What follows belongs to an exercise in optimizing a design on an open flow for small area; a production flow would make more cautious choices. In this exercise RTL edits were held to simulation tests only and were not proved equivalent to the original. Power is estimated from default activity; no workload was simulated.

==> inputs of harbor <==
// as7343_ctrl
module as7343_ctrl (
    input  wire        clk,
    input  wire        rst,           
    input  wire        csr_we,
    input  wire [7:0]  csr_addr,
    input  wire [31:0] csr_wdata,
    output reg  [31:0] csr_rdata,
    input  wire        ms_tick,
    output wire        bus_req,
    output reg         bus_rd,
    output wire [6:0]  bus_addr,
    output reg  [7:0]  bus_reg,
    output wire [5:0]  bus_len,
    output wire [7:0]  bus_wdata,
    input  wire        bus_wnext,
    input  wire        bus_rvalid,
    input  wire [7:0]  bus_rdata,
    input  wire        bus_done,
    input  wire        bus_nack
);
    localparam [6:0]  DEV_ADDR    = 7'h39;
    localparam [7:0]  EXPECTED_ID = 8'h81;
    localparam [2:0] E_NONE    = 3'd0;
    localparam [2:0] E_NACK    = 3'd1;
    localparam [2:0] E_SHORT   = 3'd2;
    localparam [2:0] E_TIMEOUT = 3'd3;
    localparam [2:0] E_ILLEGAL = 3'd4;
    localparam [2:0] E_BADARG  = 3'd5;
    localparam [2:0] E_BANK    = 3'd6;
    localparam [2:0] E_IDMIS   = 3'd7;
    localparam [1:0] PH_IDLE   = 2'd0;
    localparam [1:0] PH_DECODE = 2'd1;
  ...
==> flow/config.mk <==
export PLATFORM = sky130hd
export DESIGN_NAME = as7343_ctrl
export DESIGN_NICKNAME = as7343_ctrl
export VERILOG_FILES = /design/flow/design.v
export SDC_FILE = /design/flow/constraint.sdc
export NUM_CORES = 4
export LEC_CHECK = 0
export CAP_MARGIN = 20
export CORE_MARGIN = 2
export CORE_UTILIZATION = 30
export SLEW_MARGIN = 20
==> flow/constraint.sdc <==
create_clock -name core_clock -period 12.0 [get_ports {clk}]
set_input_delay 2.4000 -clock core_clock [delete_from_list [all_inputs] [get_ports {clk}]]
set_output_delay 2.4000 -clock core_clock [all_outputs]
set_load 0.01 [all_outputs]
run.sh (not shown) runs the stock make flow with config.mk's settings and CLKGATE_MAP_FILE= SYNTH_SCRIPT=/design/flow/synth_recipe.tcl, a recipe that flattens the netlist after the stock synthesis.
==> delta: changes against harbor <==
--- a/flow/design.v
+++ b/flow/design.v
@@ -51,12 +51,14 @@
     reg [4:0]  pc;            
     reg [31:0] elapsed;       
     reg [2:0]  ctx_e;
     reg [15:0] stg;
     reg [5:0]  bptr;
     reg        snoop_bit;     
+    integer i;
+    genvar gw, gb, gk;
     wire       busy = (phase != PH_IDLE);
     wire [7:0] op   = cmd[7:0];
     wire [3:0] op4  = cmd[3:0];    
     wire [6:0] taddr = cmd[14:8];
     wire [7:0] creg  = cmd[23:16];
     wire [5:0] clen  = cmd[29:24];
@@ -131,49 +133,89 @@
             4'd6: wbyte = {sbyte[7:5], arg[4:0]};
             4'd7: wbyte = pc[1] ? arg[23:16] : (pc[0] ? arg[15:8] : arg[7:0]);
             default: wbyte = sbyte & 8'hEF;
         endcase
     end
     wire [4:0] bidx  = (phase == PH_BUS) ? bptr[4:0] : ~creg[4:0];
-    wire [7:0] bbyte = buff[bidx];
+    reg [31:0] bdec;
+    always @(*) begin
+        bdec = 32'd0;
+        bdec[bidx] = 1'b1;
+    end
+    wire [7:0] bbyte;
+    generate
+        for (gb = 0; gb < 8; gb = gb + 1) begin : g_wbit
+            wire [10:0] t;
+            for (gk = 0; gk < 11; gk = gk + 1) begin : g_aoi
+                if (gk < 10) begin : g_3
+                    as7343_aoi222 u_aoi (
+                        .a0(buff[3 * gk][gb]),     .s0(bdec[3 * gk]),
+                        .a1(buff[3 * gk + 1][gb]), .s1(bdec[3 * gk + 1]),
+                        .a2(buff[3 * gk + 2][gb]), .s2(bdec[3 * gk + 2]),
+                        .y(t[gk]));
+                end else begin : g_2
+                    as7343_aoi222 u_aoi (
+                        .a0(buff[30][gb]), .s0(bdec[30]),
+                        .a1(buff[31][gb]), .s1(bdec[31]),
+                        .a2(1'b0),         .s2(1'b0),
+                        .y(t[gk]));
+                end
+            end
+            assign bbyte[gb] = ~&t;
+        end
+    endgenerate
     assign bus_wdata = o_write ? bbyte : wbyte;
     wire        st_ok = st_done & (st_err == E_NONE);
     wire [31:0] status_word = {20'd0, 1'b0, st_err, st_bank, st_werr, st_sorted_valid,
                                st_ch_valid, st_ok, st_done, busy};
     wire [31:0] result_word = {txcount, 2'b00, rcount, id_value};
     wire [5:0]  waddr = csr_addr[7:2];
+    reg [31:0] wsel;
     always @(*) begin
-        csr_rdata = 32'd0;
-        case (waddr)
-            6'h00: csr_rdata = cmd;
-            6'h01: csr_rdata = arg;
-            6'h02: csr_rdata = status_word;
-            6'h03: csr_rdata = tmo_zero ? 32'd0 : timeout;
-            6'h04: csr_rdata = now_ms;
-            6'h05: csr_rdata = result_word;
-            6'h08, 6'h09, 6'h0A, 6'h0B, 6'h0C, 6'h0D, 6'h0E, 6'h0F:
-                csr_rdata = {buff[{waddr[2:0], 2'd3}], buff[{waddr[2:0], 2'd2}],
-                             buff[{waddr[2:0], 2'd1}], buff[{waddr[2:0], 2'd0}]};
-            6'h10: csr_rdata = {ch[1],  ch[0]};
-            6'h11: csr_rdata = {ch[3],  ch[2]};
-            6'h12: csr_rdata = {ch[5],  ch[4]};
-            6'h13: csr_rdata = {ch[7],  ch[6]};
-            6'h14: csr_rdata = {ch[9],  ch[8]};
-            6'h15: csr_rdata = {ch[11], ch[10]};
-            6'h16: csr_rdata = {ch[13], ch[12]};
-            6'h17: csr_rdata = {ch[15], ch[14]};
-            6'h18: csr_rdata = {ch[17], ch[16]};
-            6'h19: csr_rdata = srt_zero ? 32'd0 : {sorted[1],  sorted[0]};
-            6'h1A: csr_rdata = srt_zero ? 32'd0 : {sorted[3],  sorted[2]};
-            6'h1B: csr_rdata = srt_zero ? 32'd0 : {sorted[5],  sorted[4]};
-            6'h1C: csr_rdata = srt_zero ? 32'd0 : {sorted[7],  sorted[6]};
-            6'h1D: csr_rdata = srt_zero ? 32'd0 : {sorted[9],  sorted[8]};
-            6'h1E: csr_rdata = srt_zero ? 32'd0 : {sorted[11], sorted[10]};
-            default: csr_rdata = 32'd0;
-        endcase
-    end
+        wsel = 32'd0;
+        wsel[waddr[4:0]] = ~waddr[5];
+        wsel[3] = wsel[3] & ~tmo_zero;
+        for (i = 25; i < 31; i = i + 1)
+            wsel[i] = wsel[i] & ~srt_zero;
+    end
+    wire [32 * 30 - 1:0] rsrc;    
+    wire [29:0]          rsel;
+    assign rsrc[32 * 0 +: 32] = cmd;
+    assign rsrc[32 * 1 +: 32] = arg;
+    assign rsrc[32 * 2 +: 32] = status_word;
+    assign rsrc[32 * 3 +: 32] = timeout;
+    assign rsrc[32 * 4 +: 32] = now_ms;
+    assign rsrc[32 * 5 +: 32] = result_word;
+    assign rsel[5:0] = wsel[5:0];
+    generate
+        for (gw = 0; gw < 8; gw = gw + 1) begin : g_rbuf
+            assign rsrc[32 * (6 + gw) +: 32] = {buff[4 * gw + 3], buff[4 * gw + 2], buff[4 * gw + 1], buff[4 * gw]};
+            assign rsel[6 + gw] = wsel[8 + gw];
+        end
+        for (gw = 0; gw < 9; gw = gw + 1) begin : g_rch
+            assign rsrc[32 * (14 + gw) +: 32] = {ch[2 * gw + 1], ch[2 * gw]};
+            assign rsel[14 + gw] = wsel[16 + gw];
+        end
+        for (gw = 0; gw < 6; gw = gw + 1) begin : g_rsrt
+            assign rsrc[32 * (23 + gw) +: 32] = {sorted[2 * gw + 1], sorted[2 * gw]};
+            assign rsel[23 + gw] = wsel[25 + gw];
+        end
+        assign rsrc[32 * 29 +: 32] = 32'd0;
+        assign rsel[29] = 1'b0;
+        for (gb = 0; gb < 32; gb = gb + 1) begin : g_rbit
+            wire [9:0] t;
+            for (gk = 0; gk < 10; gk = gk + 1) begin : g_aoi
+                as7343_aoi222 u_aoi (
+                    .a0(rsrc[32 * (3 * gk) + gb]),     .s0(rsel[3 * gk]),
+                    .a1(rsrc[32 * (3 * gk + 1) + gb]), .s1(rsel[3 * gk + 1]),
+                    .a2(rsrc[32 * (3 * gk + 2) + gb]), .s2(rsel[3 * gk + 2]),
+                    .y(t[gk]));
+            end
+            always @(*) csr_rdata[gb] = ~&t;
+        end
+    endgenerate
     wire is_rw       = (op == 8'h01) || (op == 8'h02);
     wire op_known    = (op >= 8'h01) && (op <= 8'h0B);
     wire rsv_bad     = is_rw ? (cmd[31:30] != 2'b00 || cmd[15])
                              : (cmd[31:8] != 24'd0);
     wire illegal     = !op_known || rsv_bad;
     wire [8:0] rw_end = {1'b0, creg} + {3'b000, clen} - 9'd1;
@@ -206,13 +248,12 @@
     wire ch_wr     = done_ev & o_dflt & ch_step & ~fail;
     wire last_ch   = (pc == 5'd22);
     wire srt_wr    = ch_wr & last_ch & o_gs;
     wire [31:0] wd_g  = csr_wdata & {32{~rst}};
     wire [7:0]  rd_g  = bus_rdata & {8{~rst}};
     wire [15:0] stg_g = stg & {16{~rst}};
-    integer i;
     always @(posedge clk) begin
         if (rst | issue) cmd <= wd_g;
         if (rst | arg_we) arg <= wd_g;
     end
     wire buf_rd_we = in_bus & bus_rvalid & o_read;
     always @(posedge clk) begin
@@ -421,6 +462,14 @@
                     end
                 end
             endcase
         end
     end
 endmodule
+module as7343_aoi222 (
+    input  wire a0, input wire s0,
+    input  wire a1, input wire s1,
+    input  wire a2, input wire s2,
+    output wire y
+);
+    assign y = ~((a0 & s0) | (a1 & s1) | (a2 & s2));
+endmodule
--- a/flow/config.mk
+++ b/flow/config.mk
@@ -6,6 +6,7 @@
 export NUM_CORES = 4
 export LEC_CHECK = 0
 export CAP_MARGIN = 20
 export CORE_MARGIN = 2
 export CORE_UTILIZATION = 30
 export SLEW_MARGIN = 20
+export SYNTH_HIERARCHICAL = 1
==> comparison <==
Between delta and harbor, the lower clock-buffer cell count is in delta (gap 7). Between harbor and delta, the lower total power is in delta (gap 1.6%, measured against delta). Between harbor and delta, the lower critical path depth is in harbor (gap 4). In harbor the worst hold slack is higher than in delta, by 0.0018 ns. Against harbor, the design area of delta is smaller by about 2.5%. Of delta and harbor, harbor has the higher wire length (gap about 10%, measured against harbor). Sequential share of layout area: harbor is lower than delta (1.4 points). Synthesized area: harbor is higher than delta (4.3%).

[port drivers added, routing unchanged]
No port has a modelled driver above. Below, the same layouts with a new extraction and two added sets of constraints. Step 1: set_driving_cell puts a clkbuf_16 on clk and a buf_2 on each other input, an assumption about the parent block. Step 2 moves the port delays by t, midway between the first and last clock arrival at a register: inputs arrive t later, outputs are due t later. That takes back most of the time a late clock gives input paths. Slacks: no drivers / after step 1 / after step 2; pairs: no drivers / after step 1.
run	t (ns)	slack for setup (ns)	clock arrival spread, ns	slew at the worst register clock pin (ns)	cell pins on the clock port's net
harbor	0.774	2.880 / 2.701 / 2.701	0.077 / 0.077	0.07 / 0.07	1
delta	0.759	1.701 / 1.616 / 1.616	0.060 / 0.060	0.07 / 0.07	1
After both steps setup and hold are still met in every run listed. The setup slack of harbor, which loses most, moves by -0.179 ns with the drivers and by -0.179 ns with both steps.
